This design comes from an exercise in tuning for small area, a short achievable clock period and few clock cycles per item on the open sky130 flow, not from production work. RTL that was checked went through simulation tests only; none was proved equivalent to the original. No activity file was given, so power comes from the tool's default toggle rates.

==> flow/design.v (excerpt) <==
module olivia_fec_decoder (
    input  wire        clk,
    input  wire        rst,
    input  wire        in_valid,
    output wire        in_ready,
    input  wire [3:0]  in_bps,
    input  wire [47:0] in_soft,
    output wire        out_valid,
    input  wire        out_ready,
    output wire [6:0]  out_char,
    output wire [2:0]  out_index,
    output wire [11:0] out_peak,
    output wire        out_last
);
For scale: roughly 9800 cells after synthesis, ~4200 flip-flops, roughly 0.12 mm^2 of cells after synthesis.
clock: 10.0 ns
lec_check: 0
cap_margin: 10
core_margin: 2
core_utilization: 50
place_density: 0.68
slew_margin: 10
standard.sh (not shown) runs the stock make flow with config.mk's settings and CLKGATE_MAP_FILE= SYNTH_SCRIPT=/design/flow/synth_recipe.tcl, a recipe that flattens the netlist after the stock synthesis.
==> flow/flow/run.sh <==
#!/bin/bash
# Standard layout with: buf_4 port buffers, no dummy clock loads, clock sink clusters of up to 28 sinks within 60 um,
# and timing repair aiming for 6.9 ns of setup slack.
set -euo pipefail
export BUFFER_PORTS_ARGS="-buffer_cell sky130_fd_sc_hd__buf_4"
export CTS_ARGS="-sink_clustering_enable -repair_clock_nets -dont_use_dummy_load -sink_clustering_size 28 -sink_clustering_max_diameter 60"
export SETUP_SLACK_MARGIN=6.9
bash standard.sh > standard.log 2>&1
Testbench counts at the start, summed over its fixed seeds: cycles 35,432, chars 1,720.
==> next run, changes <==
--- a/flow/design.v
+++ b/flow/design.v
@@ -275,106 +275,121 @@
                     always @(posedge clk) d <= rv;
                 end else begin : g_n
                     always @(posedge clk) d <= {d[10*N-11:0], rv};
                 end
                 assign dk[x] = d[10*N-1 -: 10];
             end
         end
     endgenerate
     reg [10:0] C1 [0:7];
     generate
         for (q = 0; q < 8; q = q + 1) begin : g_c1
             wire [10:0] u1;
-            if ((q & 4) == 0) begin : g_lo
-                ks_add #(.W(11)) u (.a({dk[q + 4][9], dk[q + 4]}), .b({dk[q][9], dk[q]}),
+            if ((q & 1) == 0) begin : g_lo
+                ks_add #(.W(11)) u (.a({dk[q + 1][9], dk[q + 1]}), .b({dk[q][9], dk[q]}),
                                     .cin(1'b0), .s(u1));
             end else begin : g_hi
-                ks_add #(.W(11)) u (.a({dk[q][9], dk[q]}), .b(~{dk[q - 4][9], dk[q - 4]}),
+                ks_add #(.W(11)) u (.a({dk[q][9], dk[q]}), .b(~{dk[q - 1][9], dk[q - 1]}),
                                     .cin(1'b1), .s(u1));
             end
             always @(posedge clk) C1[q] <= u1;
         end
     endgenerate
     reg [11:0] C [0:7];
     generate
         for (q = 0; q < 8; q = q + 1) begin : g_c2
             wire [11:0] u2;
             if ((q & 2) == 0) begin : g_lo2
                 ks_add #(.W(12)) u (.a({C1[q + 2][10], C1[q + 2]}), .b({C1[q][10], C1[q]}),
                                     .cin(1'b0), .s(u2));
             end else begin : g_hi2
                 ks_add #(.W(12)) u (.a({C1[q][10], C1[q]}), .b(~{C1[q - 2][10], C1[q - 2]}),
                                     .cin(1'b1), .s(u2));
             end
             always @(posedge clk) C[q] <= u2;
         end
     endgenerate
+    reg [11:0] mg [0:7];
+    reg        sg [0:7];
+    generate
+        for (q = 0; q < 8; q = q + 1) begin : g_m
+            wire [12:0] f3;
+            if ((q & 4) == 0) begin : g_lo4
+                ks_add #(.W(13)) u (.a({C[q + 4][11], C[q + 4]}), .b({C[q][11], C[q]}),
+                                    .cin(1'b0), .s(f3));
+            end else begin : g_hi4
+                ks_add #(.W(13)) u (.a({C[q][11], C[q]}), .b(~{C[q - 4][11], C[q - 4]}),
+                                    .cin(1'b1), .s(f3));
+            end
+            always @(posedge clk) begin
+                mg[q] <= f3[11:0] ^ {12{f3[12]}};
+                sg[q] <= f3[12];
+            end
+        end
+    endgenerate
+    wire [11:0] mag [0:7];
+    generate
+        for (q = 0; q < 8; q = q + 1) begin : g_mag
+            assign mag[q] = mg[q] + {11'd0, sg[q]};
+        end
+    endgenerate
     reg [11:0] l1m [0:3];
     reg [1:0]  l1i [0:3];     
     generate
         for (q = 0; q < 4; q = q + 1) begin : g_l1
-            wire [11:0] a  = C[2*q];
-            wire [11:0] b  = C[2*q + 1];
-            wire        sa = a[11];
-            wire        sb = b[11];
-            wire        za = (a == 12'd0);
-            wire        zb = (b == 12'd0);
-            wire [11:0] ma = (a ^ {12{sa}}) + {11'd0, sa};     
-            wire [11:0] m;
-            ks_add #(.W(12)) u (.a(ma), .b(b ^ {12{sb}}), .cin(sb), .s(m));
-            wire        hi = (sa ^ sb) & ~za & ~zb;
+            wire r = mag[2*q + 1] > mag[2*q];
             always @(posedge clk) begin
-                l1m[q] <= m;
-                l1i[q] <= {hi, (hi | za) ? sb : sa};
+                l1m[q] <= r ? mag[2*q + 1] : mag[2*q];
+                l1i[q] <= r ? {1'b1, sg[2*q + 1]} : {1'b0, sg[2*q]};
             end
         end
     endgenerate
     reg [11:0] l2m [0:1];
     reg [2:0]  l2i [0:1];
     generate
         for (q = 0; q < 2; q = q + 1) begin : g_l2
             wire r = l1m[2*q + 1] > l1m[2*q];
             always @(posedge clk) begin
                 l2m[q] <= r ? l1m[2*q + 1] : l1m[2*q];
                 l2i[q] <= r ? {1'b1, l1i[2*q + 1]} : {1'b0, l1i[2*q]};
             end
         end
     endgenerate
     wire        l3r = l2m[1] > l2m[0];
     wire [11:0] l3m = l3r ? l2m[1] : l2m[0];
     wire [3:0]  l3i = l3r ? {1'b1, l2i[1]} : {1'b0, l2i[0]};
     reg [11:0] pk_m;
     reg [3:0]  pk_i;          
     always @(posedge clk) begin
         pk_m <= l3m;
         pk_i <= l3i;
     end
-    wire [2:0] ypk = dc_m + 3'd6;
+    wire [2:0] ypk = dc_m + 3'd5;
     reg [11:0] rm_m;
     reg [6:0]  rm_i;          
-    wire take = dc_mh[2] | (pk_m > rm_m);       
+    wire take = dc_mh[3] | (pk_m > rm_m);       
     always @(posedge clk) begin
         if (take) begin
             rm_m <= pk_m;
             rm_i <= {ypk, pk_i};
         end
     end
     reg [1:0] wq;
     always @(posedge clk) begin
         if (rst)
             wq <= 2'd0;
         else if (dc_mh[7])
             wq <= {wq[0], win_end};
     end
-    wire res_v = dc_mh[2] & wq[1];
+    wire res_v = dc_mh[3] & wq[1];
     reg  [2:0]  rc_i;
     wire        rc_last = (rc_i == dc_bm1);
     wire [22:0] res = {rc_last, rc_i, rm_i[0], rm_i[6:1], rm_m};    
     always @(posedge clk) begin
         if (rst)
             rc_i <= 3'd0;
         else if (res_v)
             rc_i <= rc_last ? 3'd0 : rc_i + 3'd1;
     end
     reg [22:0] qd [0:NCRED-1];
     reg [2:0]  qn;            
     reg        ov;
Total power rises by 9.1%.
Setup slack is better by 15 ps.
Critical path depth does not change.
Global-route usage grows by 0.48 points.
Die area rose by 5.1%.
Utilization stays flat.
Final cell count rises by 6.5%.
Count of clock-buffer cells in the layout grows by 12.
Synthesized area went up by 5.1%.
Design area rises by 5.3%.
Synthesized cell count rises by 6.5%.
Register-to-register slack gets better by 70 ps.
Fmax goes up by 0.44%.
Testbench counts after the change, summed over its fixed seeds: cycles 35,440, chars 1,720.

---

Setup of run A:
Another version of the RTL of olivia_fec_decoder (not shown whole).
For scale: ~9400 cells after synthesis, ~4100 flip-flops, ~81 I/O pins, about 120000 um^2 of cells after synthesis.
// olivia_fec_decoder
module olivia_fec_decoder (
    input  wire        clk,
    input  wire        rst,
    input  wire        in_valid,
    output wire        in_ready,
    input  wire [3:0]  in_bps,
    input  wire [47:0] in_soft,
    output wire        out_valid,
    input  wire        out_ready,
    output wire [6:0]  out_char,
    output wire [2:0]  out_index,
    output wire [11:0] out_peak,
    output wire        out_last
);
clock: 10.0 ns
lec_check: 0
cap_margin: 10
core_margin: 2
core_utilization: 50
place_density: 0.68
slew_margin: 10
Scripts as last shown in full above: flow/flow/run.sh
Run A reached the final stage; the timing, DRC and antenna checks on its layout passed.
For run B, these inputs were changed with respect to run A:
--- a/flow/design.v
+++ b/flow/design.v
@@ -253,33 +253,22 @@
                     always @(posedge clk) d <= {d[10*K-11:0], B[j]};
                 end
                 assign sk[j] = d[10*K-1 -: 10];
             end
         end
     endgenerate
-    wire [7:0] phi_n = {mh_nx[5:0], mh_nx[7:6]};
-    reg  [2:0] kr;
-    always @(posedge clk)
-        kr <= {phi_n[4] | phi_n[5] | phi_n[6] | phi_n[7], phi_n[2] | phi_n[3] | phi_n[6] | phi_n[7],
-               phi_n[1] | phi_n[3] | phi_n[5] | phi_n[7]};
-    wire [9:0] r0 [0:7];
-    wire [9:0] r1 [0:7];
-    wire [9:0] r2 [0:7];
-    wire [9:0] r3 [0:7];
-    generate
-        for (x = 0; x < 8; x = x + 1) begin : g_rv
-            assign r0[x] = sk[(8 - x) % 8];
-            assign r1[x] = kr[0] ? r0[(x + 7) % 8] : r0[x];
-            assign r2[x] = kr[1] ? r1[(x + 6) % 8] : r1[x];
-            assign r3[x] = kr[2] ? r2[(x + 4) % 8] : r2[x];
-        end
-    endgenerate
     wire [9:0] dk [0:7];
     generate
         for (x = 0; x < 8; x = x + 1) begin : g_rot
-            wire [9:0] rv = r3[x];
+            wire [79:0] terms;
+            for (j = 0; j < 8; j = j + 1) begin : g_t
+                assign terms[10*j +: 10] = sk[j] & {10{phi[(j + x) % 8]}};
+            end
+            wire [9:0] sel = terms[9:0]   | terms[19:10] | terms[29:20] | terms[39:30] |
+                             terms[49:40] | terms[59:50] | terms[69:60] | terms[79:70];
+            wire [9:0] rv = sel;
             if (x == 7) begin : g_z
                 assign dk[x] = rv;
             end else begin : g_d
                 localparam integer N = 7 - x;
                 reg [10*N-1:0] d;
                 if (N == 1) begin : g_1
==> comparison <==
- In terms of total power, run A and run B differ only marginally.
- Compared with run A, run B shows clock power that has gone down slightly.
- Compared with run A, in run B shortest clock period the worst path allows after layout fell by 0.052 ns, part of the cycle the worst path needs fell by 0.52 points, core occupancy in the finished layout rose by 0.34 points, average wire per cell in the routed design stayed essentially flat.
- Run B: relative contribution of sequential cells to total power 0.2 points above run A
- Run B ends up with lower number of antenna diodes than run A does.
- Looking at run A and run B, the die outline height is a wash.
- Run A → run B: area growth from synthesis to layout now sits higher, met2 usage in global routing now sits higher, post-route worst setup slack higher, total wirelength of the detailed-routed design saw an increase.
Testbench counts of run B, summed over its fixed seeds: cycles 35,432, chars 1,720.
For run A, only the layout was checked, not whether the RTL still works.

==> static timing again, ports no longer ideal <==
Ports are ideal in the flow. The routed layouts listed here were re-timed in OpenROAD. Step 1 (the two cells are an assumption about what drives the block):
set clk [get_ports {clk}]
set_driving_cell -lib_cell sky130_fd_sc_hd__clkbuf_16 $clk
set_driving_cell -lib_cell sky130_fd_sc_hd__buf_2 [delete_from_list [all_inputs] $clk]
Step 2 adds t to the input delays and takes it off the output delays; t is the mean of the earliest and latest rising clock arrival at the registers after step 1. Input paths then give back, and output paths get back, about the clock's delay inside the block. Three values: ideal ports, drivers, drivers and shift; two values: the first two.
run | t (ns) | slack for setup (ns) | worst setup path after step 2 | clock arrival spread, ns | worst slew at a driven data input, ns
the first run of note 1 | 0.926 | 6.650 / 6.551 / 6.049 | input to register | 0.144 / 0.144 | 0.11
the second run of note 1 | 0.939 | 6.665 / 6.573 / 6.030 | input to register | 0.175 / 0.176 | 0.10
run A | 0.925 | 6.640 / 6.550 / 6.030 | input to register | 0.164 / 0.163 | 0.15
run B | 0.924 | 6.691 / 6.598 / 5.986 | input to register | 0.172 / 0.172 | 0.20
After both steps every run listed still meets setup and hold. The setup slack of run B, which loses most, moves by -0.093 ns with the drivers and by -0.705 ns with both steps.
